Context: an optimization exercise on an open-source flow, tuned for small area, a short achievable clock period and few clock cycles per item. The choices shown serve that exercise and are no tape-out recipe. Where RTL was checked, it was by simulation tests only, not by an equivalence proof against the original. The RTL of runs 3 to 7 was laid out without a check of its function. Power and IR drop assume default switching activity.

$ cat design.v
module map_unit (
    input  wire        clk,
    input  wire        rst,
    input  wire        in_valid,
    output wire        in_ready,
    input  wire [15:0] isize,     
    input  wire [15:0] osize,     
    output reg         out_valid,
    output reg  [15:0] out_idx,
    output reg  [15:0] out_fnum,
    output reg         out_last,
    output reg         out_err
);
    reg         busy;           
    reg         div;            
    reg         p2;             
    reg  [3:0]  step;           
    reg  [15:0] q;              
    reg  [15:0] r;              
    reg  [15:0] nd;             
    reg  [15:0] cnt;            
    assign in_ready = ~busy;
    wire        dv  = div | p2;
    wire [16:0] x   = dv ? {out_fnum, div & q[15]} : {1'b0, out_fnum};
    wire [17:0] t   = {1'b0, x} + {2'b01, nd} + 18'd1;    
    wire        c   = t[17];                              
    wire [15:0] s   = out_fnum + r;
    wire [15:0] z   = dv ? x[15:0] : s;
    wire [15:0] fn  = c ? t[15:0] : z;
    wire [15:0] qs  = {q[14:0], c};
    wire [15:0] ix0 = out_idx + q;
    wire [15:0] ix1 = ix0 + 16'd1;
    wire [15:0] ix  = c ? ix1 : ix0;
    wire        last_next = (cnt == 16'd2);
    wire        in_zero  = (isize == 16'd0) || (osize == 16'd0);
    wire        in_one   = (osize == 16'd1);
    wire        in_small = (isize[15:8] == 8'd0);
    always @(posedge clk) begin
        if (rst) begin
            busy      <= 1'b0;
            div       <= 1'b0;
            p2        <= 1'b0;
            out_valid <= 1'b0;
        end else if (!busy) begin
            out_valid <= in_valid;
            busy      <= in_valid & ~in_zero & ~in_one;
            div       <= 1'b1;
            p2        <= 1'b0;
        end else if (div) begin
            out_valid <= (step == 4'd0);
            if (step == 4'd0) begin
                div  <= 1'b0;
                p2   <= ~last_next;
                busy <= ~last_next;
            end
        end else begin
            out_valid <= 1'b1;
            p2        <= 1'b0;
            busy      <= ~last_next;
        end
    end
    always @(posedge clk) begin
        if (!busy) begin
            out_idx  <= 16'd0;
            out_fnum <= 16'd0;
            out_last <= in_zero | in_one;
            out_err  <= in_zero;
            q        <= in_small ? {isize[7:0], 8'd0} : isize;
            step     <= in_small ? 4'd7 : 4'd15;
            r        <= ~osize;
            nd       <= ~osize;
            cnt      <= osize;
        end else if (div) begin
            step     <= step - 4'd1;
            q        <= qs;
            out_idx  <= qs;
            out_fnum <= fn;
            if (step == 4'd0) begin
                out_last <= last_next;
                cnt      <= cnt - 16'd1;
            end
        end else begin
            out_idx  <= p2 ? qs : ix;
            out_fnum <= fn;
            out_last <= last_next;
            cnt      <= cnt - 16'd1;
            if (p2) begin
                r  <= out_fnum;
                nd <= s;
            end
        end
    end
endmodule
$ cat config.mk
export PLATFORM = sky130hd
export DESIGN_NAME = map_unit
export DESIGN_NICKNAME = map_unit
export VERILOG_FILES = /design/flow/design.v
export SDC_FILE = /design/flow/constraint.sdc
export NUM_CORES = 4
export LEC_CHECK = 0
export CAP_MARGIN = 20
export CORE_MARGIN = 2
export CORE_UTILIZATION = 40
export SETUP_SLACK_MARGIN = 5
export SLEW_MARGIN = 20
$ cat constraint.sdc
create_clock -name core_clock -period 10.0 [get_ports {clk}]
set_input_delay 2.0000 -clock core_clock [delete_from_list [all_inputs] [get_ports {clk}]]
set_output_delay 2.0000 -clock core_clock [all_outputs]
set_load 0.01 [all_outputs]
$ cat run.sh
#!/bin/bash
# synth_recipe.tcl (not shown) runs the flow's synth.tcl, then flattens the netlist and writes it again
# the make line also repeats each setting of config.mk as NAME=value (left out here)
make -C /OpenROAD-flow-scripts/flow DESIGN_CONFIG=/design/flow/config.mk WORK_HOME=/design/flow/orfs CLKGATE_MAP_FILE= SYNTH_SCRIPT=/design/flow/synth_recipe.tcl finish
==> flow_summary.toml, run 1 <==
[status]
outcome = "no timing/DRC/antenna violations"

[sta]
slew_headroom_pct = 43.3
rsz0062_at_grt = "false"
tns_ns = 0
fin_crit_ns = 3.77
tightest_slew_ns = 0.849
post-route-period-util_pct = 37.7
skew_ns = 0.00922
setup_viol = 0
fmaxAchievable_mhz = 265
hold_viol = 0
slew_viol_final = 0

[pwr]
p_leak_nw = 3.35
p_clk_share_pct = 17.4
internal-power_mw = 1.21
irDropWorstVdd_v = 0.000102
switching_share_pct = 40.6
p_sw_mw = 0.824
combPwrFrac_pct = 49.8
power_frac_seq_pct = 32.8
powerDensity_nw_per_um2 = 241

[detailed_routing]
dr.pass1.iters = 5
drt_wl_total_mm = 18.9
dr_total_vias = 6038
ant_nets = 0
wire_per_inst_um = 17.3
vias_per_cell = 5.51
drcViolationCount = 0
drt_iter0_markers = 383

[min_path]
min_from = "out_fnum[5]"
hp-class = "flip-flop to flip-flop"

[synthesis]
ys_types = 72
syn-instance-count = 808
ys_seq_elements = 106
synth_nets = 896
syn-cell-area_um2 = 7270
syn_area_per_cell_um2 = 9.00
synth-async-reset-ratio_pct = 0
synthTopCellsByArea = "edfxtp_1, dfxtp_1, ha_1, xnor2_1, nand2_1"
synth_edf_count = 70
synth.top_cell.area_share_pct = 28.9
synth-main-ff-cell = "edfxtp_1"
yosysSeqAreaShare_pct = 38.8
yosys.area.top_type = "edfxtp_1"
ys_warn_count = 1

[grt]
grt.busiest_layer = "met2"
grt_max_degree = 78
grt_pass1_vias = 5830
grt_pass1_wl_mm = 31.0
grt_use_met2_pct = 31.9
grt_use_met1_pct = 29.0
grt-ovfl-total = 0
grt.total_usage_pct = 20.1
use_met3_pct = 2.11
antenna_found_initial = 0

[cts]
post_cts_buffers = 0
ctsHoldBuffers = 0
clk_pin_slew_worst_paths_ns = 0.08
cts_tree = "yes"
htreeDepth = 3
clk_path_buf_depth = 2
cts_buffers = 9
post_cts_resize_count = 0
clk_latency_ns = 0.36
cts.sinks = 106
clock-root-buffer = "clkbuf_16"

[placed_design]
placed_cells = 1079
routabilityCongestion = 0.853
port_buffers = 70
dp.final_hpwl_mm = 14.0

[setup_path]
critPathKind = "flip-flop to flip-flop"
end_kind = "flip-flop"
crit_path_start_kind = "flip-flop"
worstPathMaxFanout = 32
worstPathRequired_ns = 10.29
arrival_ns = 4.06
cp-startpoint = "div"
reg2reg_from = "div"

[layout]
antenna_cells = 0
area_delta_synth_final_pct = 15.9
drive_above_1_share_pct = 5.54
nFillCells = 1795
nets = 949
register_area_um2 = 2830
fin_cells = 1095
final_common_cell = "nand2_1"
final_cell_mix = "nand2_1, a21oi_1, nor2_1"
multi_input_area_um2 = 4190

[die]
initial_core_util_pct = 40.6
core.rowCount = 49
core_um2 = 17900
die_y_um = 139
die_w_um = 139
dieArea_um2 = 19300
io_pins = 71

[run]
drv_cap = 0
## area by class of cell
type / count / share of cell area [%]
Timing Repair Buffer: 75 / 8.76
Clock buffer: 13 / 3.10
Sequential cell: 106 / 33.5
Tap cell: 229 / 3.40
Clock inverter: 3 / 0.267
Multi-Input combinational cell: 641 / 49.7
Inverter: 28 / 1.25
## power by group through the flow
stage | logic (mW) | registers, mW | clock network [mW]
2_1_floorplan | 0.744 | 0.658 | 0
3_3_place_gp | 1.01 | 0.676 | 0
3_5_place_dp | 1.01 | 0.676 | 0
4_1_cts | 1.01 | 0.667 | 0.360
5_1_grt | 1.14 | 0.680 | 0.376
6_report | 1.01 | 0.667 | 0.353
## logic make-up (layout without fill, tap and decap cells)
family                     Yosys count  count (layout)  share of synthesized area (%)
xor gates and xnor gates            64              64                           7.81
AOI/OAI and AO/OA                  240             240                           21.2
adders and majority gates           53              53                           9.43
DFF                                106             106                           38.8
and+or+nand+nor                    279             279                           18.1
buffers and inverters               61             119                           3.89
muxes                                5               5                          0.688
## metrics by stage
step | power (mW) | instance area [um2] | hold WS (ns) | setup WS (ns) | utilization [%]
detailed placement | 1.68 | 8140 | 0.544 | 5.98 | 45.5
global route | 2.19 | 8430 | 0.590 | 5.85 | 47.1
global placement | 1.68 | 8140 | 0.548 | 5.98 | 45.5
floorplan | 1.40 | 7270 | 0.501 | 6.63 | -
finish | 2.03 | 8430 | 0.548 | 6.23 | 47.1
CTS | 2.04 | 8430 | 0.556 | 6.21 | 47.1
## Yosys cell counts (all sizes together) (3+ instances only)
| library cell | count |
|---|---|
| or3 | 5 |
| o31ai | 4 |
| nand2b | 3 |
| o2111ai | 3 |
| o21ai | 55 |
| o211ai | 3 |
| nor3b | 3 |
| and4 | 4 |
| xnor2 | 47 |
| a21oi | 77 |
| nand2 | 99 |
| nor2 | 73 |
| and2 | 4 |
| a311oi | 7 |
| and3 | 6 |
| o21a | 9 |
| nor4 | 13 |
| mux2i | 5 |
| buf | 9 |
| a211oi | 15 |
| nand3 | 20 |
| nor2b | 10 |
| a21o | 33 |
| o21bai | 4 |
| clkbuf | 24 |
| a21boi | 3 |
| ha | 50 |
| a31oi | 8 |
| a221oi | 3 |
| nand4 | 4 |
| edfxtp | 70 |
| fa | 3 |
| or2 | 6 |
| a2111oi | 3 |
| nor3 | 23 |
| dfxtp | 36 |
| inv | 28 |
| xor2 | 17 |
## per-layer routing
layer  part of all wire, %  routed length, um  up-vias
met3                   3.4                645       22
met4                   1.7                330        0
met2                    45               8570      114
li1                      -                  -     3059
met5                     0                  0        -
met1                    50               9390     2843
## sequential cells by signal, summed over array words and instances (netlist names), 4 cells and up
register  count
out_fnum     16
step          4
r            16
cnt          16
nd           16
out_idx      16
q            16
## worst max-delay path, cell delays in order (launching register included)
cell and delay [ns]:
dfxtp_1 0.58, inv_1 0.13, nand2_1 0.09, buf_4 0.33
nand2_1 0.12, o21ai_0 0.11, ha_1 0.30, a21o_1 0.18
nor3_1 0.18, a21o_1 0.21, a21oi_1 0.10, o21ai_1 0.25
and2_4 0.42, nor2_1 0.17, or3_1 0.36, a21oi_1 0.14
## path summary, 6_finish.rpt
check	endpoint	slack [ns]	cells after the start
hold / removal	out_fnum[6]	0.55	2
hold reg to reg	out_fnum[6]	0.55	2
setup / recovery	out_idx[2]	6.23	15
setup reg to reg	out_idx[2]	6.23	15
Testbench counts, summed over its fixed seeds: cycles 12,861, items 10,186.
==> inputs of run 2 (changes only) <==
--- a/config.mk
+++ b/config.mk
@@ -6,7 +6,7 @@
 export NUM_CORES = 4
 export LEC_CHECK = 0
-export CAP_MARGIN = 20
+export CAP_MARGIN = 80
 export CORE_MARGIN = 2
 export CORE_UTILIZATION = 40
 export SETUP_SLACK_MARGIN = 5
-export SLEW_MARGIN = 20
+export SLEW_MARGIN = 80
==> flow_summary.toml, run 2 <==
[status]
outcome = "no timing/DRC/antenna violations"

[setup_path]
worstPathMaxFanout = 5
slowest_stage = "clkdlybuf4s50_1"
cpPeakStageDelay_ns = 0.56
cp_num_buf_inv = 4
path_common_cell = "clkdlybuf4s50_1"
path_delay_family = "buffers and inverters"
worstRegToRegCells = 13
worstPathRequired_ns = 10.12
cp_cell_sequence = "ha_1 > o21a_1 > o21ai_0 > inv_1 > a2111oi_4 > clkdlybuf4s50_1 > clkdlybuf4s50_1 > clkdlybuf4s50_1 > o31a_1 > o21bai_1 > a21oi_1 > xnor2_1 > a21o_1"
r2r_slack_ns = 5.70
reg2reg_from = "r[4]"
critPathKind = "flip-flop to flip-flop"
r2r-end = "nd[13]"
crit_path_start_kind = "flip-flop"
arrival_ns = 4.42
end_kind = "flip-flop"

[synthesis]
synthTopCellsByArea = "edfxtp_1, dfxtp_1, ha_1, xnor2_1, nand2_1"
synth-main-ff-cell = "edfxtp_1"
synth.most_common_cell = "nand2_1"
syn-cell-area_um2 = 7270
synth_nets = 896
ys_warn_count = 1
synth_common_cells = "nand2_1, a21oi_1, nor2_1, edfxtp_1, o21ai_0"
yosysSeqAreaShare_pct = 38.8
synth.top_cell.area_share_pct = 28.9
ys_seq_elements = 106
syn-instance-count = 808
synth-async-reset-ratio_pct = 0
ys_types = 72
syn_area_per_cell_um2 = 9.00
synth_edf_count = 70
yosys.area.top_type = "edfxtp_1"

[min_path]
min_from = "out_fnum[2]"
hold_path_end = "out_fnum[3]"
hold_depth = 2
hp-class = "flip-flop to flip-flop"

[detailed_routing]
vias_per_cell = 5.53
ant_nets = 0
drt_iter0_markers = 471
dr.pass1.iters = 5
wire_per_inst_um = 17.6
drcViolationCount = 0
drt_wl_total_mm = 19.8
dr_total_vias = 6221

[layout]
area_delta_synth_final_pct = 27.9
drive_above_1_share_pct = 14.4
antenna_cells = 0
nets = 978
final_common_cell = "nand2_1"
fin_util_pct = 52.0
final_cell_mix = "nand2_1, clkdlybuf4s50_1, edfxtp_1"
final_area_um2 = 9310

[pwr]
p_leak_nw = 3.67
powerDensity_nw_per_um2 = 241
irDropWorstVdd_v = 0.000101

[grt]
grt-ovfl-total = 0
grt_pass1_wl_mm = 31.7
grt_use_met1_pct = 30.0
use_met3_pct = 2.31
grt.busiest_layer = "met2"
antenna_found_initial = 0
grt_max_degree = 34
grt.total_usage_pct = 20.4
grt_pass1_vias = 5933
grt_use_met2_pct = 31.9

[cts]
htreeDepth = 3
clock-root-buffer = "clkbuf_16"
post_cts_resize_count = 0
ctsHoldBuffers = 0
clk_pin_slew_worst_paths_ns = 0.08
cts_buffers = 9
clk_latency_ns = 0.36
post_cts_buffers = 0
cts_tree = "yes"
clk_path_buf_depth = 2
cts.sinks = 106

[sta]
setup_viol = 0
tightest_slew_ns = 0.308
slew_headroom_pct = 79.3
hold_viol = 0
rsz0062_at_grt = "false"
fmaxAchievable_mhz = 233
post-route-period-util_pct = 43.0
slew_viol_final = 0
tns_ns = 0
skew_ns = 0.0118
fin_crit_ns = 4.30

[placed_design]
routabilityCongestion = 0.853
port_buffers = 70
place_area_um2 = 8760
dp.final_hpwl_mm = 14.9

[die]
initial_core_util_pct = 40.6
core.rowCount = 49
io_pins = 71
die_w_um = 139
core_um2 = 17900
dieArea_um2 = 19300
die_y_um = 139

[run]
drv_cap = 0
==> run 2: changes by cell type in the layout (fill, tap and decap cells not counted), moves of 5 or more <==
cell             before  now
nor4_1               12    2
clkdlybuf4s50_1      70   76
buf_1                 0    8
ha_1                 50   42
nor4_2                0    7
ha_2                  0    8
xnor2_1              46   41
o21ai_0              52   46
nor3_1               22   17
==> run 2: area by class of cell <==
class	instances	area, um2
clock buffers	10	229
clock inverters	6	95.1
fillers	1645	8600
inverters	28	108
multi-input cells	641	4680
flip-flops and latches	106	2830
well taps	229	287
repair buffers	104	1080
==> run 2: cell families (layout without fill, tap and decap cells) <==
family / count (synthesis) / in the layout / synth area share [%]
xor gates and xnor gates: 64 / 64 / 7.81
AOI/OAI and AO/OA: 240 / 240 / 21.2
muxes: 5 / 5 / 0.688
buffers and inverters: 61 / 148 / 3.89
and+or+nand+nor: 279 / 279 / 18.1
DFF: 106 / 106 / 38.8
adders and majority gates: 53 / 53 / 9.43
==> run 2: tightest hold or removal path: stages, from the launching register on <==
cell and delay, ns:
dfxtp_1 0.34, nand2_1 0.08, a311oi_1 0.09
==> run 2: per-stage QoR <==
| stage | cells | total power, mW | hold WS, ns | setup WS (ns) |
|---|---|---|---|---|
| 6_report | 1124 | 2.25 | 0.557 | 5.70 |
| 5_1_grt | 1124 | 2.40 | 0.578 | 5.45 |
| 4_1_cts | 1122 | 2.20 | 0.563 | 5.73 |
| 3_5_place_dp | 1106 | 1.80 | 0.541 | 5.78 |
| 3_3_place_gp | 1079 | 1.68 | 0.548 | 5.98 |
| 2_1_floorplan | 808 | 1.40 | 0.501 | 6.63 |
==> run 2: layer usage <==
layer	wire length (um)	up-vias	part of all wire, %
li1	-	3103	-
met1	9700	2976	49
met2	9080	123	46
met5	0	-	0
met4	305	0	1.5
met3	747	19	3.8
==> run 2: how the worst max path moves through the flow <==
stage	startpoint	endpoint	slack [ns]	cells past startpoint
2_1_floorplan	isize[9]	busy	6.63	7
3_3_place_gp	osize[7]	busy	5.98	6
3_5_place_dp	r[4]	nd[13]	5.78	13
4_1_cts	r[4]	nd[13]	5.73	13
5_1_grt	r[4]	nd[13]	5.45	13
6_report	r[4]	nd[13]	5.70	13
==> run 2: power breakdown <==
part | internal, mW | switching [mW] | total [mW]
Combinational | 0.538 | 0.637 | 1.17
Clock | 0.223 | 0.179 | 0.402
Sequential | 0.577 | 0.0924 | 0.669
==> inputs of run 3 (changes only) <==
==> design.v (replaced) <==
module map_unit (
    input  wire        clk,
    input  wire        rst,
    input  wire        in_valid,
    output wire        in_ready,
    input  wire [15:0] isize,     
    input  wire [15:0] osize,     
    output reg         out_valid,
    output reg  [15:0] out_idx,
    output reg  [15:0] out_fnum,
    output reg         out_last,
    output reg         out_err
);
    reg         busy;           
    reg         div;            
    reg  [3:0]  step;           
    reg  [15:0] q;              
    reg  [15:0] r;              
    reg  [15:0] osz;
    reg  [15:0] cnt;            
    assign in_ready = ~busy;
    wire [16:0] a   = div ? {out_fnum, q[15]} : {1'b0, out_fnum};
    wire [16:0] s   = a + {1'b0, r};
    wire [17:0] t   = {1'b0, s} - {2'b0, osz};
    wire        c   = ~t[17];                   
    wire [15:0] fn  = c ? t[15:0] : s[15:0];
    wire [15:0] qs  = {q[14:0], c};             
    wire [15:0] ix  = out_idx + q + {15'd0, c};
    wire        last_next = (cnt == 16'd2);
    wire        in_zero = (isize == 16'd0) || (osize == 16'd0);
    wire        in_one  = (osize == 16'd1);
    wire        in_small = (isize[15:8] == 8'd0);
    always @(posedge clk) begin
        if (rst) begin
            busy      <= 1'b0;
            div       <= 1'b0;
            out_valid <= 1'b0;
        end else if (!busy) begin
            out_valid <= in_valid;
            busy      <= in_valid & ~in_zero & ~in_one;
            div       <= 1'b1;
        end else if (div) begin
            out_valid <= (step == 4'd0);
            if (step == 4'd0) begin
                div  <= 1'b0;
                busy <= ~last_next;
            end
        end else begin
            out_valid <= 1'b1;
            busy      <= ~last_next;
        end
    end
    always @(posedge clk) begin
        if (!busy) begin
            out_idx  <= 16'd0;
            out_fnum <= 16'd0;
            out_last <= in_zero | in_one;
            out_err  <= in_zero;
            q        <= in_small ? {isize[7:0], 8'd0} : isize;
            step     <= in_small ? 4'd7 : 4'd15;
            r        <= 16'd0;
            osz      <= osize;
            cnt      <= osize;
        end else if (div) begin
            step     <= step - 4'd1;
            q        <= qs;
            out_idx  <= qs;
            out_fnum <= fn;
            if (step == 4'd0) begin
                r        <= fn;
                out_last <= last_next;
                cnt      <= cnt - 16'd1;
            end
        end else begin
            out_idx  <= ix;
            out_fnum <= fn;
            out_last <= last_next;
            cnt      <= cnt - 16'd1;
        end
    end
endmodule
--- a/config.mk
+++ b/config.mk
@@ -6,7 +6,6 @@
 export NUM_CORES = 4
 export LEC_CHECK = 0
-export CAP_MARGIN = 80
+export CAP_MARGIN = 20
 export CORE_MARGIN = 2
 export CORE_UTILIZATION = 40
-export SETUP_SLACK_MARGIN = 5
-export SLEW_MARGIN = 80
+export SLEW_MARGIN = 20
==> flow_summary.toml, run 3 <==
[synthesis]
syn-instance-count = 715
syn-cell-area_um2 = 6700
synthTopCellsByArea = "edfxtp_1, dfxtp_1, ha_1, xnor2_1, a21oi_1"
ys_seq_elements = 105
synth-async-reset-ratio_pct = 0
ys_warn_count = 1
synth_nets = 803
yosysSeqAreaShare_pct = 39.4
synth_edf_count = 54
synth_common_cells = "nor2_1, nand2_1, edfxtp_1, a21oi_1"
synth-main-ff-cell = "edfxtp_1"
ys_types = 69
yosys.area.top_type = "edfxtp_1"
synth.most_common_cell = "nor2_1"
syn_area_per_cell_um2 = 9.38
synth.top_cell.area_share_pct = 24.2

[status]
outcome = "no timing/DRC/antenna violations"

[detailed_routing]
wl_met1_mm = 7.85
drt_iter0_markers = 337
routed.top_layer = "met4"
vias_per_cell = 5.50
met3_length_um = 506
wire_per_inst_um = 16.4
dr_total_vias = 5493
ant_nets = 0
dr.pass1.iters = 5
drcViolationCount = 0
wl_met2_mm = 7.66
drt_wl_total_mm = 16.3

[setup_path]
cp_num_cells = 23
cpPeakStageDelay_ns = 0.98
path_common_cell = "a21o_1"
path_delay_family = "compound AO/OA/AOI/OAI gates"
worstPathRequired_ns = 10.25
cp_num_buf_inv = 1
worstRegToRegCells = 23
crit_path_start_kind = "flip-flop"
slowest_stage = "dfxtp_2"
worstPathMaxFanout = 48
critPathKind = "flip-flop to flip-flop"
cp_cell_sequence = "mux2_2 > ha_1 > fa_1 > a211oi_2 > o21ai_0 > a31o_2 > a21oi_1 > xnor2_1 > ha_1 > a21o_1 > a21o_1 > a221oi_2 > a32oi_2 > a221oi_4 > inv_1 > fa_1 > a21o_1 > a21o_1 > a2111oi_2 > nor2_1 > o41ai_1 > xnor2_1 > o211a_1"
end_kind = "flip-flop"
arrival_ns = 7.41

[layout]
nFillCells = 1563
final_area_um2 = 7890
final_common_cell = "clkdlybuf4s50_1"
nets = 861
drive_above_1_share_pct = 7.20
final_cell_mix = "clkdlybuf4s50_1, nor2_1, nand2_1"
antenna_cells = 0
area_delta_synth_final_pct = 17.7

[sta]
tns_ns = 0
fin_crit_ns = 7.16
slew_headroom_pct = 32.8
skew_ns = 0.00529
tightest_slew_ns = 1.01
setup_viol = 0
post-route-period-util_pct = 71.6
slew_viol_final = 0
hold_viol = 0
rsz0062_at_grt = "false"
fmaxAchievable_mhz = 140

[placed_design]
dp.final_hpwl_mm = 12.1
routabilityCongestion = 0.853
place_area_um2 = 7580
port_buffers = 70

[cts]
htreeDepth = 3
cts_tree = "yes"
cts_buffers = 9
clk_latency_ns = 0.36
ctsHoldBuffers = 0
post_cts_resize_count = 0
clk_pin_slew_worst_paths_ns = 0.07
post_cts_buffers = 0
clock-root-buffer = "clkbuf_16"
cts.sinks = 105
clk_path_buf_depth = 2

[pwr]
irDropWorstVdd_v = 0.0000779
p_leak_nw = 3.26
powerDensity_nw_per_um2 = 146

[die]
core_um2 = 16500
die_y_um = 133
initial_core_util_pct = 40.7
io_pins = 71
core.rowCount = 47
dieArea_um2 = 17800
die_w_um = 133

[grt]
grt.total_usage_pct = 18.5
grt_pass1_vias = 5108
grt_pass1_wl_mm = 26.3
grt_max_degree = 94
antenna_found_initial = 0
grt-ovfl-total = 0

[min_path]
hp-class = "flip-flop to flip-flop"
hold_depth = 2

[run]
drv_cap = 0
[run 3: changes by cell type in the layout (fill, tap and decap cells not counted), moves of 9 or more]
cell	delta
dfxtp_1	+16
mux2_2	+18
a21o_1	-15
nand2_1	-41
mux2i_1	+9
edfxtp_1	-16
xnor2_1	-9
a21oi_1	-16
[run 3: report_power, final]
| part | switching (mW) | internal [mW] |
|---|---|---|
| clock | 0.165 | 0.211 |
| sequential | 0.0341 | 0.500 |
| combinational | 0.129 | 0.111 |
[run 3: tightest hold or removal path: stages (launching register included)]
cell and delay (ns):
dfxtp_1 0.32, nand2_1 0.05, o21ai_1 0.05
[run 3: path summary, 6_finish.rpt]
kind | endpoint | startpoint | slack (ns)
worst max-delay path | out_idx[13] | div | 2.84
worst min-delay path | r[2] | r[2] | 0.46
worst max register to register | out_idx[13] | div | 2.84
worst min register to register | r[2] | r[2] | 0.46
[run 3: cell type report]
type	instances	area (um2)	share of cell area [%]
clock inverter	4	56.3	0.713
timing repair buffer	74	731	9.26
sequential	105	2650	33.5
multi-input combinational	548	3800	48.1
inverter	35	131	1.66
tap	220	275	3.49
clock buffer	12	256	3.25
[run 3: routing by layer]
metal  GRT usage [%]  up-vias
li1                -     2745
met1            25.5     2607
met2            29.8      118
met3            3.01       23
met4            6.21        0
met5               0        -
[run 3: cell families after synthesis]
logic type | synth area share, %
compound gates | 19.2
xor+xnor | 5.88
fa+ha+maj | 10.3
buf+inv | 3.92
flops | 39.4
mux | 5.11
simple gates | 16.2
[run 3: stage by stage]
step                      worst slack, ns  hold slack, ns  power [mW]  instances  util (%)
after global placement               2.99           0.449       0.777        982      46.0
after floorplan                      3.41           0.432       0.697        715         -
final                                2.84           0.464        1.15        998      47.9
after detailed placement             2.86           0.454       0.783        982      46.0
after global routing                 2.32           0.485        1.21        998      47.9
after CTS                            2.83           0.464        1.16        998      47.9
==> inputs of run 4 (changes only) <==
--- a/config.mk
+++ b/config.mk
@@ -9,3 +9,4 @@
 export CORE_MARGIN = 2
 export CORE_UTILIZATION = 40
+export SETUP_SLACK_MARGIN = 5
 export SLEW_MARGIN = 20
==> flow_summary.toml, run 4 <==
[synthesis]
synth-main-ff-cell = "edfxtp_1"
yosys.area.top_type = "edfxtp_1"
synth_edf_count = 54
synth.most_common_cell = "nor2_1"
ys_warn_count = 1
syn-cell-area_um2 = 6700
yosysSeqAreaShare_pct = 39.4
synthTopCellsByArea = "edfxtp_1, dfxtp_1, ha_1, xnor2_1, a21oi_1"
ys_seq_elements = 105
syn_area_per_cell_um2 = 9.38
ys_types = 69
synth.top_cell.area_share_pct = 24.2
synth_nets = 803
synth_common_cells = "nor2_1, nand2_1, edfxtp_1, a21oi_1"
syn-instance-count = 715
synth-async-reset-ratio_pct = 0

[detailed_routing]
ant_nets = 0
drcViolationCount = 0
wire_per_inst_um = 17.2
drt_wl_total_mm = 17.7
dr_total_vias = 5637
drt_iter0_markers = 436
dr.pass1.iters = 5
vias_per_cell = 5.50

[sta]
fmaxAchievable_mhz = 175
rsz0062_at_grt = "true"
tns_ns = 0
tightest_slew_ns = 0.899
setup_viol = 0
post-route-period-util_pct = 57.0
fin_crit_ns = 5.70
hold_viol = 0
slew_headroom_pct = 39.9
slew_viol_final = 0
setup_ws_ns = 4.30
skew_ns = 0.00951

[setup_path]
worstPathRequired_ns = 10.25
worstPathMaxFanout = 6
cp_num_buf_inv = 3
arrival_ns = 5.95
end_kind = "flip-flop"
path_delay_family = "compound AO/OA/AOI/OAI gates"
critPathKind = "flip-flop to flip-flop"
cpPeakStageDelay_ns = 0.48
slowest_stage = "or4_4"
crit_path_start_kind = "flip-flop"

[die]
core_um2 = 16500
die_w_um = 133
io_pins = 71
core.rowCount = 47
initial_core_util_pct = 40.7
dieArea_um2 = 17800
die_y_um = 133

[layout]
final_common_cell = "clkdlybuf4s50_1"
drive_above_1_share_pct = 15.9
nets = 887
fin_util_pct = 50.9
nFillCells = 1545
area_delta_synth_final_pct = 25.0
antenna_cells = 0
final_cell_mix = "clkdlybuf4s50_1, nor2_1, nand2_1, edfxtp_1, dfxtp_1"

[min_path]
hp-class = "flip-flop to flip-flop"

[run]
drv_cap = 0

[cts]
cts_tree = "yes"
cts_buffers = 9
htreeDepth = 3
cts.sinks = 105
clk_pin_slew_worst_paths_ns = 0.08
clock-root-buffer = "clkbuf_16"
ctsHoldBuffers = 0
clk_path_buf_depth = 2
clk_latency_ns = 0.37

[pwr]
powerDensity_nw_per_um2 = 139
report.power.total_mw = 1.16
irDropWorstVdd_v = 0.0000848
p_leak_nw = 3.46

[status]
outcome = "no timing/DRC/antenna violations"

[placed_design]
port_buffers = 70
dp.final_hpwl_mm = 12.3
routabilityCongestion = 0.871
place_ws_ns = 3.39

[grt]
grt_pass1_wl_mm = 28.3
grt_max_degree = 94
grt-ovfl-total = 0
grt.total_usage_pct = 20.1
antenna_found_initial = 0
grt_pass1_vias = 5422
==> run 4: cell types whose count changed in the layout (fill, tap and decap cells not counted), moves of 3 or more <==
cell / before / now
a21oi_1: 53 / 47
o41ai_2: 0 / 3
fa_1: 4 / 1
fa_2: 0 / 3
o21ai_0: 51 / 43
o41ai_1: 3 / 0
ha_1: 49 / 41
o21ai_2: 0 / 4
a21oi_2: 0 / 6
ha_4: 0 / 4
ha_2: 0 / 4
buf_4: 4 / 27
==> run 4: final timing paths <==
| kind | start | end | slack, ns | cells after the start |
|---|---|---|---|---|
| setup / recovery | div | out_idx[14] | 4.30 | 25 |
| hold / removal | r[14] | r[14] | 0.46 | 2 |
| setup reg to reg | div | out_idx[14] | 4.30 | 25 |
| hold reg to reg | r[14] | r[14] | 0.46 | 2 |
==> run 4: tightest hold or removal path: stages, from the launching register on <==
cell and delay, ns:
dfxtp_1 0.32, nand2_1 0.05, o21ai_1 0.05
==> run 4: metrics by stage <==
step,hold WS (ns),cell area [um2],cells
after floorplan,0.432,6810,715
after global placement,0.446,7650,982
after detailed placement,0.449,7650,982
after CTS,0.459,8250,1019
after global routing,0.490,8380,1024
final,0.462,8380,1024
==> run 4: logic make-up (layout without fill, tap and decap cells) <==
kind of cell	count (synthesis)	count (layout)	synth area share, %
AOI/OAI and AO/OA	196	196	19.2
xor gates and xnor gates	45	45	5.88
adders and majority gates	53	53	10.3
buffers and inverters	62	151	3.92
DFF	105	105	39.4
muxes	32	32	5.11
and+or+nand+nor	222	222	16.2
==> run 4: cell type report <==
cell class	count	area (um2)	share of cell area [%]
clock buffer	10	229	2.73
clock inverter	6	60.1	0.717
inverter	35	131	1.57
multi-input combinational	548	4090	48.9
sequential	105	2650	31.6
tap	220	275	3.29
timing repair buffer	100	941	11.2
==> run 4: timing repair <==
action	4_1_cts	5_1_grt
buffers inserted	21	5
resized for setup	34	22
endpoints found under the setup margin	47	15
gates cloned	0	0
pin swaps	24	10
==> run 4: metal layers <==
layer  GRT usage (%)  part of all wire (%)
met5               0                     0
met4            7.45                   2.4
met3            3.84                   4.7
met2            32.0                    47
met1            27.2                    46
==> run 4: report_power, final <==
part | leakage (nW) | switching [mW] | internal, mW
clock | 0.143 | 0.181 | 0.176
sequential | 0.963 | 0.0303 | 0.500
combinational | 2.35 | 0.148 | 0.129
total | 3.46 | 0.359 | 0.805
==> inputs of run 5 (changes only) <==
--- a/design.v
+++ b/design.v
@@ -20,6 +20,6 @@
     reg  [15:0] cnt;            
     assign in_ready = ~busy;
-    wire [16:0] a   = div ? {out_fnum, q[15]} : {1'b0, out_fnum};
-    wire [16:0] s   = a + {1'b0, r};
+    wire        cin = div & q[15];
+    wire [16:0] s   = {1'b0, out_fnum} + {1'b0, r} + {16'd0, cin};
     wire [17:0] t   = {1'b0, s} - {2'b0, osz};
     wire        c   = ~t[17];                   
@@ -28,6 +28,6 @@
     wire [15:0] ix  = out_idx + q + {15'd0, c};
     wire        last_next = (cnt == 16'd2);
-    wire        in_zero = (isize == 16'd0) || (osize == 16'd0);
-    wire        in_one  = (osize == 16'd1);
+    wire        in_zero  = (isize == 16'd0) || (osize == 16'd0);
+    wire        in_one   = (osize == 16'd1);
     wire        in_small = (isize[15:8] == 8'd0);
     always @(posedge clk) begin
@@ -65,8 +65,8 @@
             step     <= step - 4'd1;
             q        <= qs;
+            r        <= fn;
             out_idx  <= qs;
             out_fnum <= fn;
             if (step == 4'd0) begin
-                r        <= fn;
                 out_last <= last_next;
                 cnt      <= cnt - 16'd1;
==> flow_summary.toml, run 5 <==
[layout]
antenna_cells = 0
final_area_um2 = 8130
nFillCells = 1450
nets = 874
final_cell_mix = "nor2_1, clkdlybuf4s50_1, a21oi_1"
drive_above_1_share_pct = 12.3
area_delta_synth_final_pct = 26.1
final_common_cell = "nor2_1"

[synthesis]
synth_nets = 791
syn-instance-count = 703
ys_warn_count = 1
yosysSeqAreaShare_pct = 41.0
synth-async-reset-ratio_pct = 0
synth.most_common_cell = "nor2_1"
synth_common_cells = "nor2_1, a21oi_1, nand2_1, edfxtp_1, dfxtp_1"
synthTopCellsByArea = "edfxtp_1, dfxtp_1, ha_1, a21oi_1, xnor2_1"
synth_edf_count = 54
synth-main-ff-cell = "edfxtp_1"
ys_seq_elements = 105
syn-cell-area_um2 = 6440
synth.top_cell.area_share_pct = 25.2
ys_types = 59
syn_area_per_cell_um2 = 9.17
yosys.area.top_type = "edfxtp_1"

[setup_path]
crit_path_start_kind = "flip-flop"
arrival_ns = 5.77
end_kind = "flip-flop"
worstPathMaxFanout = 4
worstPathRequired_ns = 10.21
critPathKind = "flip-flop to flip-flop"

[cts]
cts_buffers = 9
htreeDepth = 3
clk_pin_slew_worst_paths_ns = 0.07
cts.sinks = 105
clk_latency_ns = 0.35
cts_tree = "yes"
clock-root-buffer = "clkbuf_16"
clk_path_buf_depth = 2

[detailed_routing]
drcViolationCount = 0
dr_total_vias = 5427
drt_wl_total_mm = 16.8
ant_nets = 0
drt_iter0_markers = 341
dr.pass1.iters = 5
wire_per_inst_um = 16.7
vias_per_cell = 5.39

[die]
core_um2 = 15800
dieArea_um2 = 17100
die_y_um = 131
initial_core_util_pct = 40.7
io_pins = 71
core.rowCount = 46
die_w_um = 131

[pwr]
p_clk_share_pct = 18.2
p_leak_nw = 3.23
power_frac_seq_pct = 27.8
p_sw_mw = 0.842
powerDensity_nw_per_um2 = 264
irDropWorstVdd_v = 0.000108
switching_share_pct = 39.3
internal-power_mw = 1.30
combPwrFrac_pct = 54.0

[sta]
rsz0062_at_grt = "true"
hold_viol = 0
skew_ns = 0.00902
fin_crit_ns = 5.56
post-route-period-util_pct = 55.6
slew_viol_final = 0
setup_viol = 0
tns_ns = 0
fmaxAchievable_mhz = 180
tightest_slew_ns = 0.818
slew_headroom_pct = 45.4

[grt]
antenna_found_initial = 0
grt.busiest_layer = "met2"
grt_use_met2_pct = 32.0
grt_use_met1_pct = 28.0
use_met3_pct = 2.81
grt-ovfl-total = 0
grt_pass1_wl_mm = 26.9
grt.total_usage_pct = 20.2
grt_max_degree = 91
grt_pass1_vias = 5372

[min_path]
hp-class = "flip-flop to flip-flop"

[placed_design]
place_area_um2 = 7400
port_buffers = 70
dp.final_hpwl_mm = 11.4
routabilityCongestion = 0.864

[status]
outcome = "no timing/DRC/antenna violations"

[run]
drv_cap = 0
==> run 5: cell types whose count changed in the layout (fill, tap and decap cells not counted), moves of 6 or more <==
cell,change
mux2_2,-15
a21oi_1,+13
nor2_1,+11
a21o_1,-10
buf_4,-6
nor3_1,+6
==> run 5: power by group through the flow <==
stage | sequential, mW | combinational (mW) | clock [mW]
2_1_floorplan | 0.608 | 0.782 | 0
3_3_place_gp | 0.608 | 1.02 | 0
3_5_place_dp | 0.610 | 1.04 | 0
4_1_cts | 0.597 | 1.11 | 0.396
5_1_grt | 0.607 | 1.27 | 0.414
6_report | 0.596 | 1.16 | 0.389
==> run 5: cell families after synthesis <==
kind of cell,count (synthesis),share of synthesized area (%)
compound gates,182,17.2
xor+xnor,45,6.12
fa+ha+maj,53,10.9
buf+inv,61,3.73
flops,105,41.0
mux,21,3.38
simple gates,236,17.7
==> run 5: stage by stage <==
step                      total power [mW]  utilization [%]  hold WS [ns]  setup slack (ns)  instances
after global placement                1.63             46.7         0.476              3.46        966
after detailed placement              1.65             46.7         0.492              3.33        966
after CTS                             2.11             50.6         0.509              4.55       1002
after floorplan                       1.39                -         0.459              4.37        703
final                                 2.14             51.3         0.508              4.44       1007
after global routing                  2.29             51.3         0.565              4.16       1007
==> run 5: area by class of cell <==
| class | instances | area [um2] | area share (%) |
|---|---|---|---|
| multi-input combinational | 537 | 3810 | 46.9 |
| sequential | 105 | 2650 | 32.6 |
| timing repair buffer | 97 | 946 | 11.6 |
| tap | 216 | 270 | 3.33 |
| clock buffer | 10 | 229 | 2.82 |
| inverter | 36 | 135 | 1.66 |
| clock inverter | 6 | 90.1 | 1.11 |
==> run 5: worst max-delay path, stage by stage, from the launching register on <==
cell	delay, ns
edfxtp_1	0.41
nand2_2	0.08
fa_2	0.35
fa_2	0.37
nor2b_2	0.13
o31a_1	0.23
o21a_1	0.15
nor2_2	0.05
xnor2_2	0.15
ha_2	0.19
or4_4	0.55
o221ai_4	0.20
or3b_4	0.42
nand3_4	0.08
nand3_4	0.09
inv_2	0.08
fa_2	0.22
fa_2	0.24
nor2b_2	0.05
o31a_1	0.27
o211ai_1	0.29
a21oi_2	0.14
nor3b_2	0.28
buf_4	0.16
nor3_1	0.04
o21ai_1	0.15
a21oi_1	0.08
==> run 5: repair_timing <==
action	CTS	global route
endpoints found under the setup margin	49	13
pin swaps	23	14
hold buffers	0	0
setup buffers	20	4
gates resized for setup	26	12
==> run 5: routing by layer <==
metal	share of wire, %	wire length, um	up-vias
met5	0	0	-
met4	2.2	369	0
met3	3.5	585	30
met2	46	7780	118
li1	-	-	2717
met1	48	8100	2562
==> run 5: final timing paths <==
path	to	slack, ns	cells after the start	startpoint
max	out_idx[12]	4.44	26	q[15]
min	r[2]	0.51	2	r[2]
max reg2reg	out_idx[12]	4.44	26	q[15]
min reg2reg	r[2]	0.51	2	r[2]
==> inputs of run 6 (changes only) <==
--- a/design.v
+++ b/design.v
@@ -21,10 +21,15 @@
     assign in_ready = ~busy;
     wire        cin = div & q[15];
-    wire [16:0] s   = {1'b0, out_fnum} + {1'b0, r} + {16'd0, cin};
-    wire [17:0] t   = {1'b0, s} - {2'b0, osz};
-    wire        c   = ~t[17];                   
-    wire [15:0] fn  = c ? t[15:0] : s[15:0];
+    wire [15:0] s   = out_fnum + r + {15'd0, cin};
+    wire [15:0] no  = ~osz;
+    wire [15:0] xs  = out_fnum ^ r ^ no;
+    wire [15:0] xc  = (out_fnum & r) | (out_fnum & no) | (r & no);
+    wire [17:0] t   = {2'b0, xs} + {1'b0, xc, cin} + 18'd1;
+    wire        c   = t[17] | t[16];            
+    wire [15:0] fn  = c ? t[15:0] : s;
     wire [15:0] qs  = {q[14:0], c};             
-    wire [15:0] ix  = out_idx + q + {15'd0, c};
+    wire [15:0] ix0 = out_idx + q;
+    wire [15:0] ix1 = ix0 + 16'd1;
+    wire [15:0] ix  = c ? ix1 : ix0;
     wire        last_next = (cnt == 16'd2);
     wire        in_zero  = (isize == 16'd0) || (osize == 16'd0);
==> flow_summary.toml, run 6 <==
[synthesis]
syn-cell-area_um2 = 7400
synth_common_cells = "inv_1, nor2_1, a21oi_1, nand2_1, o21ai_0"
synth.most_common_cell = "inv_1"
syn-instance-count = 848
synth-async-reset-ratio_pct = 0
synth-main-ff-cell = "edfxtp_1"
ys_types = 69
yosysSeqAreaShare_pct = 35.7
ys_seq_elements = 105
synth.top_cell.area_share_pct = 21.9
syn_area_per_cell_um2 = 8.73
yosys.area.top_type = "edfxtp_1"
synth_nets = 953
synth_edf_count = 54
ys_warn_count = 1
synthTopCellsByArea = "edfxtp_1, dfxtp_1, ha_1, fa_1, a21oi_1"

[die]
io_pins = 71
core_um2 = 18100
core.rowCount = 49
dieArea_um2 = 19600
die_w_um = 140
die_y_um = 140
initial_core_util_pct = 40.9

[pwr]
p_sw_mw = 0.696
p_clk_share_pct = 21.7
powerDensity_nw_per_um2 = 204
internal-power_mw = 1.06
power_frac_seq_pct = 33.4
switching_share_pct = 39.7
irDropWorstVdd_v = 0.0000951
combPwrFrac_pct = 44.9
p_leak_nw = 3.46

[grt]
grt.busiest_layer = "met2"
grt_use_met1_pct = 30.0
grt.total_usage_pct = 19.9
antenna_found_initial = 0
grt_pass1_vias = 5900
grt_max_degree = 63
grt_use_met2_pct = 30.4
grt-ovfl-total = 0
grt_pass1_wl_mm = 31.0
use_met3_pct = 2.36

[placed_design]
dp.final_hpwl_mm = 14.6
place_area_um2 = 8300
routabilityCongestion = 0.856
port_buffers = 70

[cts]
cts.sinks = 105
post_cts_resize_count = 0
clk_pin_slew_worst_paths_ns = 0.08
cts_buffers = 9
htreeDepth = 3
cts_tree = "yes"
post_cts_buffers = 0
clk_latency_ns = 0.36
ctsHoldBuffers = 0
clock-root-buffer = "clkbuf_16"
clk_path_buf_depth = 2

[setup_path]
crit_path_start_kind = "flip-flop"
cp_cell_sequence = "inv_1 > fa_1 > inv_1 > ha_1 > and2_1 > a22o_1 > or3_1 > a211o_1 > a211oi_4 > nor2_2 > or3b_1 > a31oi_1"
worstPathRequired_ns = 10.29
reg2reg_from = "out_fnum[3]"
worstPathMaxFanout = 15
cp-startpoint = "out_fnum[3]"
path_common_cell = "inv_1"
cpPeakStageDelay_ns = 0.66
worstRegToRegCells = 12
end_kind = "flip-flop"
slowest_stage = "a211oi_4"
arrival_ns = 4.53
critPathKind = "flip-flop to flip-flop"

[detailed_routing]
drt_iter0_markers = 359
wire_per_inst_um = 17.0
drt_wl_total_mm = 19.3
dr.pass1.iters = 23
ant_nets = 0
drcViolationCount = 0
dr_total_vias = 6282
vias_per_cell = 5.53

[layout]
final_common_cell = "inv_1"
antenna_cells = 0
area_delta_synth_final_pct = 16.3
drive_above_1_share_pct = 3.53
nFillCells = 1770
final_area_um2 = 8610
final_cell_mix = "inv_1, nor2_1, a21oi_1"
nets = 1007

[sta]
fin_crit_ns = 4.23
hold_viol = 0
setup_viol = 0
rsz0062_at_grt = "false"
slew_headroom_pct = 30.9
tightest_slew_ns = 1.03
skew_ns = 0.00752
tns_ns = 0
post-route-period-util_pct = 42.3
slew_viol_final = 0
fmaxAchievable_mhz = 236

[status]
outcome = "no timing/DRC/antenna violations"

[min_path]
hp-class = "flip-flop to flip-flop"
min_from = "r[0]"
hold_depth = 2

[run]
drv_cap = 0
[run 6: changes by cell type after synthesis, moves of 8 or more]
cell / change
mux2i_1: -12
inv_1: +46
clkbuf_1: +10
fa_1: +15
nand3_1: +12
o21a_1: -8
nand2_1: +12
a21oi_1: +8
[run 6: per-stage QoR]
stage	utilization [%]	setup WS [ns]	hold WS, ns	power [mW]	cells
after global routing	47.6	5.56	0.520	1.89	1136
after CTS	47.6	5.72	0.470	1.76	1136
final	47.6	5.77	0.470	1.75	1136
after global placement	45.9	5.73	0.456	1.37	1120
after floorplan	-	6.28	0.445	1.15	848
after detailed placement	45.9	5.68	0.459	1.38	1120
[run 6: cell type report]
type | instances | area [um2] | area share [%]
flip-flops and latches | 105 | 2640 | 30.7
inverters | 81 | 304 | 3.53
multi-input cells | 632 | 4340 | 50.4
clock inverters | 7 | 83.8 | 0.974
clock buffers | 9 | 225 | 2.62
repair buffers | 73 | 723 | 8.40
well taps | 229 | 287 | 3.33
[run 6: worst paths after layout]
kind	end	slack, ns
worst min register to register	r[0]	0.47
worst max-delay path	r[15]	5.77
worst max register to register	r[15]	5.77
worst min-delay path	r[0]	0.47
[run 6: logic make-up (layout without fill, tap and decap cells)]
family                     after synthesis  in the layout  share of synthesized area, %
adders and majority gates               70             70                          13.9
xor gates and xnor gates                46             46                          5.44
AOI/OAI and AO/OA                      228            228                          19.6
DFF                                    105            105                          35.7
buffers and inverters                  111            170                          5.66
muxes                                    9              9                          1.27
and+or+nand+nor                        279            279                          18.4
[run 6: power by group through the flow]
stage | Sequential (mW) | Clock, mW | Combinational [mW]
global route | 0.592 | 0.405 | 0.887
global placement | 0.594 | 0 | 0.775
finish | 0.585 | 0.381 | 0.788
floorplan | 0.580 | 0 | 0.566
CTS | 0.584 | 0.388 | 0.787
detailed placement | 0.594 | 0 | 0.782
[run 6: critical path: cells and delay by family, from the launching register on]
kind | cells | cell delay [ns]
buffers and inverters | 2 | 0.12
adders and majority gates | 2 | 0.89
DFF | 1 | 0.36
AOI/OAI and AO/OA | 4 | 1.42
and+or+nand+nor | 4 | 1.38
[run 6: per-layer routing]
metal  up-vias  wire length (um)
li1       3159                 -
met1      2968              9930
met2       136              8300
met3        19               829
met4         0               252
met5         -                 0
==> inputs of run 7 (changes only) <==
--- a/design.v
+++ b/design.v
@@ -20,19 +20,30 @@
     reg  [15:0] cnt;            
     assign in_ready = ~busy;
-    wire        cin = div & q[15];
-    wire [15:0] s   = out_fnum + r + {15'd0, cin};
-    wire [15:0] no  = ~osz;
-    wire [15:0] xs  = out_fnum ^ r ^ no;
-    wire [15:0] xc  = (out_fnum & r) | (out_fnum & no) | (r & no);
-    wire [17:0] t   = {2'b0, xs} + {1'b0, xc, cin} + 18'd1;
-    wire        c   = t[17] | t[16];            
-    wire [15:0] fn  = c ? t[15:0] : s;
+    wire [16:0] a   = div ? {out_fnum, q[15]} : {1'b0, out_fnum};
+    function [17:0] radd;      
+        input [16:0] x, y;
+        input        ci;
+        integer k;
+        reg cy;
+        begin
+            cy = ci;
+            for (k = 0; k < 17; k = k + 1) begin
+                radd[k] = x[k] ^ y[k] ^ cy;
+                cy = (x[k] & y[k]) | (cy & (x[k] ^ y[k]));
+            end
+            radd[17] = cy;
+        end
+    endfunction
+    wire [17:0] s18 = radd(a, {1'b0, r}, 1'b0);
+    wire [16:0] s   = s18[16:0];
+    wire [17:0] t18 = radd(s, {1'b1, ~osz}, 1'b1);    
+    wire        c   = t18[17];                  
+    wire [15:0] fn  = c ? t18[15:0] : s[15:0];
     wire [15:0] qs  = {q[14:0], c};             
-    wire [15:0] ix0 = out_idx + q;
-    wire [15:0] ix1 = ix0 + 16'd1;
-    wire [15:0] ix  = c ? ix1 : ix0;
+    wire [17:0] ix18 = radd({1'b0, out_idx}, {1'b0, q}, c);
+    wire [15:0] ix  = ix18[15:0];
     wire        last_next = (cnt == 16'd2);
-    wire        in_zero  = (isize == 16'd0) || (osize == 16'd0);
-    wire        in_one   = (osize == 16'd1);
+    wire        in_zero = (isize == 16'd0) || (osize == 16'd0);
+    wire        in_one  = (osize == 16'd1);
     wire        in_small = (isize[15:8] == 8'd0);
     always @(posedge clk) begin
@@ -70,8 +81,8 @@
             step     <= step - 4'd1;
             q        <= qs;
-            r        <= fn;
             out_idx  <= qs;
             out_fnum <= fn;
             if (step == 4'd0) begin
+                r        <= fn;
                 out_last <= last_next;
                 cnt      <= cnt - 16'd1;
==> flow_summary.toml, run 7 <==
[sta]
tightest_slew_ns = 0.989
fmaxAchievable_mhz = 79.2
post-route-period-util_pct = 126
slew_headroom_pct = 34.1
fin_crit_ns = 12.63
setup_viol = 9
setup_ws_ns = -2.63
slew_viol_final = 0
skew_ns = 0.00688
hold_viol = 0
rsz0062_at_grt = "true"
tns_ns = -12.80

[cts]
clk_pin_slew_worst_paths_ns = 0.07
htreeDepth = 3
clk_latency_ns = 0.35
clock-root-buffer = "clkbuf_16"
cts_buffers = 9
cts.sinks = 105
cts_tree = "yes"
ctsHoldBuffers = 0
clk_path_buf_depth = 2

[die]
core.rowCount = 43
die_y_um = 122
die_w_um = 122
dieArea_um2 = 15000
io_pins = 71
initial_core_util_pct = 40.6
core_um2 = 13800

[grt]
grt_max_degree = 98
grt_pass1_vias = 3842
grt_pass1_wl_mm = 19.7
antenna_found_initial = 0
grt.total_usage_pct = 17.3
grt-ovfl-total = 0

[pwr]
powerDensity_nw_per_um2 = 157
combPwrFrac_pct = 19.5
power_frac_seq_pct = 49.5
switching_share_pct = 27.4
irDropWorstVdd_v = 0.0000719
internal-power_mw = 0.806
report.power.total_mw = 1.11
p_sw_mw = 0.304
p_clk_share_pct = 31.0
p_leak_nw = 2.64

[synthesis]
synth.most_common_cell = "inv_1"
synth_nets = 598
ys_seq_elements = 105
ys_warn_count = 1
synth-main-ff-cell = "edfxtp_1"
synth_edf_count = 54
synth_common_cells = "inv_1, edfxtp_1, nor2_1, dfxtp_1, fa_1"
ys_types = 40
synth-async-reset-ratio_pct = 0
syn-instance-count = 513
yosysSeqAreaShare_pct = 47.2
yosys.area.top_type = "edfxtp_1"
synthTopCellsByArea = "edfxtp_1, dfxtp_1, fa_1, mux2i_1, inv_1"
synth.top_cell.area_share_pct = 29.0
syn-cell-area_um2 = 5600
syn_area_per_cell_um2 = 10.9

[min_path]
hold_depth = 2
hold_path_end = "r[6]"
min_from = "r[6]"
hp-class = "flip-flop to flip-flop"

[detailed_routing]
met3_length_um = 394
wl_met1_mm = 5.79
drt_iter0_markers = 220
dr.pass1.iters = 5
ant_nets = 0
vias_per_cell = 4.99
wl_met2_mm = 5.64
wire_per_inst_um = 15.6
drcViolationCount = 0
routed.top_layer = "met4"
drt_wl_total_mm = 12.1
dr_total_vias = 3870

[status]
so_faults = "negative setup slack"
outcome = "failed layout checks"

[layout]
area_delta_synth_final_pct = 26.6
drive_above_1_share_pct = 18.3
nets = 676
final_common_cell = "clkdlybuf4s50_1"
fin_cells = 776
antenna_cells = 0
final_cell_mix = "clkdlybuf4s50_1, nor2_1, edfxtp_1"

[setup_path]
r2r-end = "out_idx[15]"
worstPathRequired_ns = 10.22
cp_num_buf_inv = 5
path_delay_family = "adder cells"
worstPathMaxFanout = 3
critPathKind = "flip-flop to flip-flop"
cpPeakStageDelay_ns = 0.47
r2r_slack_ns = -2.63
end_kind = "flip-flop"
reg2reg_from = "div"
path_common_cell = "fa_2"
crit_path_start_kind = "flip-flop"
arrival_ns = 12.84
slowest_stage = "fa_1"
worstRegToRegCells = 43

[placed_design]
dp.final_hpwl_mm = 8.54
routabilityCongestion = 0.812
place_ws_ns = -2.58
placed_cells = 754
port_buffers = 70

[run]
drv_cap = 0
run 7: changes by cell type in the layout (fill, tap and decap cells not counted), moves of 26 or more:
cell and delta:
ha_1 -46, fa_2 +42, a21oi_1 -34, nand2_1 -34
inv_1 -30, o21ai_0 -27, xnor2_1 -26
run 7: power by group through the flow:
stage,Sequential [mW],Clock (mW),Combinational [mW]
6_report,0.550,0.344,0.216
5_1_grt,0.556,0.370,0.244
4_1_cts,0.550,0.354,0.214
3_5_place_dp,0.559,0,0.211
3_3_place_gp,0.558,0,0.208
2_1_floorplan,0.555,0,0.127
run 7: kinds of logic after synthesis:
group | after synthesis | synth area share [%]
xor+xnor | 15 | 2.35
simple gates | 129 | 11.0
mux | 43 | 7.76
compound gates | 87 | 8.72
flops | 105 | 47.2
buf+inv | 84 | 5.75
fa+ha+maj | 50 | 17.2
run 7: cell type report:
cell class                      count  area (um2)
Clock buffer                       11         233
Tap cell                          180         225
Clock inverter                      5        47.5
Timing Repair Buffer               93         881
Sequential cell                   105        2650
Multi-Input combinational cell    324        2830
Inverter                           58         220
Fill cell                        1237        6690
run 7: worst max-delay path by stage:
stage	slack [ns]	start	endpoint	cells after the start
finish	-2.63	div	out_idx[15]	43
global route	-3.00	div	out_idx[15]	43
CTS	-2.63	div	out_idx[15]	43
detailed placement	-2.58	div	out_idx[15]	43
global placement	-2.46	div	out_idx[15]	43
floorplan	-2.48	div	out_idx[15]	45
run 7: metrics by stage:
| stage | utilization (%) | hold slack (ns) | area, um2 |
|---|---|---|---|
| 4_1_cts | 50.9 | 0.555 | 7010 |
| 6_report | 51.4 | 0.556 | 7080 |
| 2_1_floorplan | - | 0.504 | 5750 |
| 5_1_grt | 51.4 | 0.585 | 7080 |
| 3_5_place_dp | 48.5 | 0.543 | 6680 |
| 3_3_place_gp | 48.5 | 0.522 | 6680 |
run 7: per-layer routing:
| metal | up-vias | global-route usage, % |
|---|---|---|
| met5 | - | 0 |
| met2 | 64 | 25.8 |
| met4 | 0 | 8.33 |
| met3 | 13 | 2.79 |
| li1 | 1911 | - |
| met1 | 1882 | 24.5 |
run 7: repair_timing:
item | CTS | global route
gates resized for setup | 8 | 13
cloned | 0 | 0
buffers inserted | 4 | 2
setup endpoints to repair | 49 | 49
pin swaps | 3 | 0
run 7: worst reg2reg max path, delay by kind of cell (launching register included):
kind,cells,cell delay (ns)
AOI/OAI and AO/OA,1,0.24
xor gates and xnor gates,2,0.27
adders and majority gates,32,11.04
buffers and inverters,5,0.25
DFF,1,0.34
muxes,2,0.33
and+or+nand+nor,1,0.05
==> inputs of run 8 (changes only) <==
==> design.v (replaced) <==
module map_unit (
    input  wire        clk,
    input  wire        rst,
    input  wire        in_valid,
    output reg         in_ready,
    input  wire [15:0] isize,     
    input  wire [15:0] osize,     
    output reg         out_valid,
    output reg  [15:0] out_idx,
    output reg  [15:0] out_fnum,
    output reg         out_last,
    output reg         out_err
);
    reg         busy;           
    reg         div;            
    reg         p2;             
    reg         dvl, dvh;       
    reg         short;          
    reg  [3:0]  step;           
    reg  [15:0] q;              
    reg  [15:0] r;              
    reg  [15:0] nd;             
    reg  [15:0] cnt;            
    wire        bit_in = short ? q[7] : q[15];
    wire [16:0] x   = {dvh ? out_fnum[15:8] : {1'b0, out_fnum[15:9]},
                       dvl ? {out_fnum[7:0], div & bit_in} : out_fnum[8:0]};
    wire [17:0] t   = {1'b0, x} + {2'b01, nd} + 18'd1;    
    wire        c   = t[17];                              
    wire [15:0] s   = out_fnum + r;
    wire [15:0] z   = {dvh ? x[15:8] : s[15:8], dvl ? x[7:0] : s[7:0]};
    wire [15:0] fn  = c ? t[15:0] : z;
    wire [15:0] qn  = short ? {q[15:8], q[6:0], c} : {q[14:0], c};
    wire [15:0] ix0 = out_idx + q;
    wire [15:0] ix1 = ix0 + 16'd1;
    wire [15:0] i0  = p2 ? {q[14:0], 1'b0} : ix0;
    wire [15:0] i1  = p2 ? {q[14:0], 1'b1} : ix1;
    wire [15:0] ix  = c ? i1 : i0;
    wire        last_next = (cnt == 16'd2);
    wire        div_done  = (step[2:0] == 3'd0) & (short | ~step[3]);
    wire        in_zero = (isize == 16'd0) || (osize == 16'd0);
    wire        in_last = in_zero || (osize[15:1] == 15'd0);
    always @(posedge clk) begin
        if (rst) begin
            busy      <= 1'b0;
            in_ready  <= 1'b1;
            div       <= 1'b0;
            p2        <= 1'b0;
            dvl       <= 1'b0;
            dvh       <= 1'b0;
            out_valid <= 1'b0;
        end else if (!busy) begin
            out_valid <= in_valid;
            busy      <= in_valid;
            in_ready  <= ~in_valid;
            div       <= 1'b1;
            p2        <= 1'b0;
            dvl       <= 1'b1;
            dvh       <= 1'b1;
        end else if (div) begin
            out_valid <= div_done & ~out_last;
            if (out_last) begin
                busy     <= 1'b0;
                in_ready <= 1'b1;
                div      <= 1'b0;
                dvl      <= 1'b0;
                dvh      <= 1'b0;
            end else if (div_done) begin
                div      <= 1'b0;
                p2       <= ~last_next;
                dvl      <= ~last_next;
                dvh      <= ~last_next;
                busy     <= ~last_next;
                in_ready <= last_next;
            end
        end else begin
            out_valid <= 1'b1;
            p2        <= 1'b0;
            dvl       <= 1'b0;
            dvh       <= 1'b0;
            busy      <= ~last_next;
            in_ready  <= last_next;
        end
    end
    always @(posedge clk) begin
        if (!busy) begin
            out_idx  <= 16'd0;
            out_fnum <= 16'd0;
            out_last <= in_last;
            out_err  <= in_zero;
            short    <= (isize[15:8] == 8'd0);
            q        <= isize;
            step     <= 4'd15;
            r        <= ~osize;
            nd       <= ~osize;
            cnt      <= osize;
        end else if (div) begin
            step     <= step - 4'd1;
            q        <= qn;
            out_idx  <= qn;
            out_fnum <= fn;
            if (div_done) begin
                out_last <= last_next;
                cnt      <= cnt - 16'd1;
            end
        end else begin
            out_idx  <= ix;
            out_fnum <= fn;
            out_last <= last_next;
            cnt      <= cnt - 16'd1;
            if (p2) begin
                r  <= out_fnum;
                nd <= s;
            end
        end
    end
endmodule
==> flow_summary.toml, run 8 <==
[setup_path]
reg2reg_from = "dvl"
cp_cell_sequence = "inv_1 > nor3_1 > a21oi_1 > ha_1 > nor2b_1 > o31a_1 > o2111ai_1 > o211ai_1 > nand2_1 > nor3_1 > nor2_1 > or4_1 > a21oi_1"
cp_num_buf_inv = 1
worstSetupEndpoint = "out_idx[6]"
arrival_ns = 4.84
critPathKind = "flip-flop to flip-flop"
r2r-end = "out_idx[6]"
r2r_slack_ns = 5.44
path_delay_family = "simple AND/OR/NAND/NOR gates"
worstPathMaxFanout = 28
slowest_stage = "dfxtp_2"
crit_path_start_kind = "flip-flop"
worstPathRequired_ns = 10.29
cp-startpoint = "dvl"
cpPeakStageDelay_ns = 0.68
worstRegToRegCells = 13
cp_num_cells = 13
end_kind = "flip-flop"

[cts]
clk_pin_slew_worst_paths_ns = 0.08
htreeDepth = 3
cts_buffers = 9
post_cts_buffers = 0
clk_latency_ns = 0.36
clk_path_buf_depth = 2
ctsHoldBuffers = 0
cts.sinks = 109
cts_tree = "yes"
clock-root-buffer = "clkbuf_16"

[pwr]
report.power.total_mw = 1.81
p_leak_nw = 3.50
powerDensity_nw_per_um2 = 209
irDropWorstVdd_v = 0.000106

[synthesis]
synth-main-ff-cell = "edfxtp_1"
yosys.area.top_type = "edfxtp_1"
ys_warn_count = 1
synth.most_common_cell = "nor2_1"
synth-async-reset-ratio_pct = 0
ys_types = 68
syn_area_per_cell_um2 = 9.18
synth_nets = 898
synth_edf_count = 67
syn-instance-count = 809
synth.top_cell.area_share_pct = 27.1
yosysSeqAreaShare_pct = 38.4
ys_seq_elements = 109
synth_common_cells = "nor2_1, a21oi_1, edfxtp_1, nand2_1, ha_1"
syn-cell-area_um2 = 7420
synthTopCellsByArea = "edfxtp_1, dfxtp_1, ha_1, a21oi_1, xnor2_1"

[grt]
grt_use_met1_pct = 27.6
grt-ovfl-total = 0
grt_pass1_vias = 5759
use_met3_pct = 3.97
antenna_found_initial = 0
grt.total_usage_pct = 19.9
grt_pass1_wl_mm = 30.9
grt_use_met2_pct = 32.4
grt_max_degree = 71
grt.busiest_layer = "met2"

[detailed_routing]
dr_total_vias = 6082
vias_per_cell = 5.56
drt_wl_total_mm = 19.5
wire_per_inst_um = 17.8
drt_iter0_markers = 457
drcViolationCount = 0
dr.pass1.iters = 5
ant_nets = 0

[die]
dieArea_um2 = 19700
core_um2 = 18100
core.rowCount = 49
die_w_um = 140
die_y_um = 140
initial_core_util_pct = 41.0
io_pins = 71

[placed_design]
routabilityCongestion = 0.878
dp.final_hpwl_mm = 14.2
port_buffers = 70
placed_cells = 1078

[layout]
final_common_cell = "nor2_1"
drive_above_1_share_pct = 5.90
area_delta_synth_final_pct = 16.4
register_area_um2 = 2860
multi_input_area_um2 = 4320
nets = 949
final_cell_mix = "nor2_1, a21oi_1, clkdlybuf4s50_1"
fin_cells = 1094
nFillCells = 1737
antenna_cells = 0

[sta]
tns_ns = 0
setup_viol = 0
tightest_slew_ns = 0.994
fin_crit_ns = 4.56
post-route-period-util_pct = 45.6
skew_ns = 0.00549
rsz0062_at_grt = "false"
slew_viol_final = 0
fmaxAchievable_mhz = 219
slew_headroom_pct = 33.6
hold_viol = 0

[run]
drv_cap = 0

[min_path]
hp-class = "flip-flop to flip-flop"

[status]
outcome = "no timing/DRC/antenna violations"
run 8: metrics by stage:
stage	instance area [um2]	util, %	hold WS, ns	setup slack [ns]
after floorplan	7420	-	0.466	6.45
after global placement	8310	45.9	0.464	5.26
after detailed placement	8310	45.9	0.468	4.99
after CTS	8640	47.8	0.481	5.44
after global routing	8640	47.8	0.525	5.04
final	8640	47.8	0.469	5.44
run 8: repair_timing:
item	CTS	global route
endpoints found under the hold margin	0	0
endpoints found under the setup margin	1	0
gates resized for setup	1	0
run 8: worst min-delay path: stages (launching register included):
cell     delay (ns)
dfxtp_1        0.32
nand2_1        0.05
o21ai_0        0.06
run 8: power breakdown:
group          internal, mW  switching, mW
sequential            0.562         0.0706
combinational         0.347          0.426
clock                 0.221          0.180
run 8: cell families (layout without fill, tap and decap cells):
group,count (synthesis),count (layout),synth area share [%]
and+or+nand+nor,250,250,16.2
AOI/OAI and AO/OA,230,230,20.0
DFF,109,109,38.4
buffers and inverters,66,122,3.37
xor gates and xnor gates,64,64,7.55
adders and majority gates,54,54,9.41
muxes,36,36,5.09
run 8: area by class of cell:
type,instances,share of cell area (%)
timing repair buffer,73,8.37
tap,229,3.32
clock buffer,9,2.61
clock inverter,7,1.16
sequential,109,33.1
multi-input combinational,634,50.0
inverter,33,1.43
run 8: layer usage:
metal  wire length, um  vias to the layer above  part of all wire, %
met5                 0                        -                    0
met4               216                        0                  1.1
met3               788                       14                  4.0
met2              9020                      128                   46
met1              9480                     2872                   49
li1                  -                     3068                    -
run 8: how the worst min path moves through the flow:
stage | end | start | cells past startpoint | slack (ns)
floorplan | step[3] | step[3] | 2 | 0.47
global placement | in_ready | in_ready | 2 | 0.46
detailed placement | in_ready | in_ready | 2 | 0.47
CTS | in_ready | in_ready | 2 | 0.48
global route | in_ready | in_ready | 2 | 0.53
finish | in_ready | in_ready | 2 | 0.47
Testbench counts of run 8, summed over its fixed seeds: cycles 12,864, items 10,186.

-- re-timing with driven ports --
Ports are ideal in the flow. The routed layouts listed here were re-timed in OpenROAD. Step 1: set_driving_cell puts a clkbuf_16 on clk and a buf_2 on each other input, an assumption about the parent block. Step 2 adds t to the input delays and takes it off the output delays; t is the mean of the earliest and latest rising clock arrival at the registers after step 1. Input paths then give back, and output paths get back, about the clock's delay inside the block. Three values: no drivers, after step 1, after step 2; two values: the first two.
run	t (ns)	setup WS [ns]	worst data-port slew with drivers (ns)
run 1	0.396	6.228 / 6.228 / 5.966	0.04
run 2	0.396	5.701 / 5.701 / 5.701	0.04
run 3	0.397	2.838 / 2.838 / 2.838	0.04
run 4	0.402	4.300 / 4.300 / 4.300	0.04
run 5	0.389	4.442 / 4.442 / 4.442	0.04
run 6	0.399	5.766 / 5.763 / 5.652	0.04
run 7	0.390	-2.627 / -2.627 / -2.627	0.04
run 8	0.406	5.444 / 5.444 / 5.444	0.04
The setup slack of run 1, which loses most, moves by 0.000 ns with the drivers and by -0.262 ns with both steps.
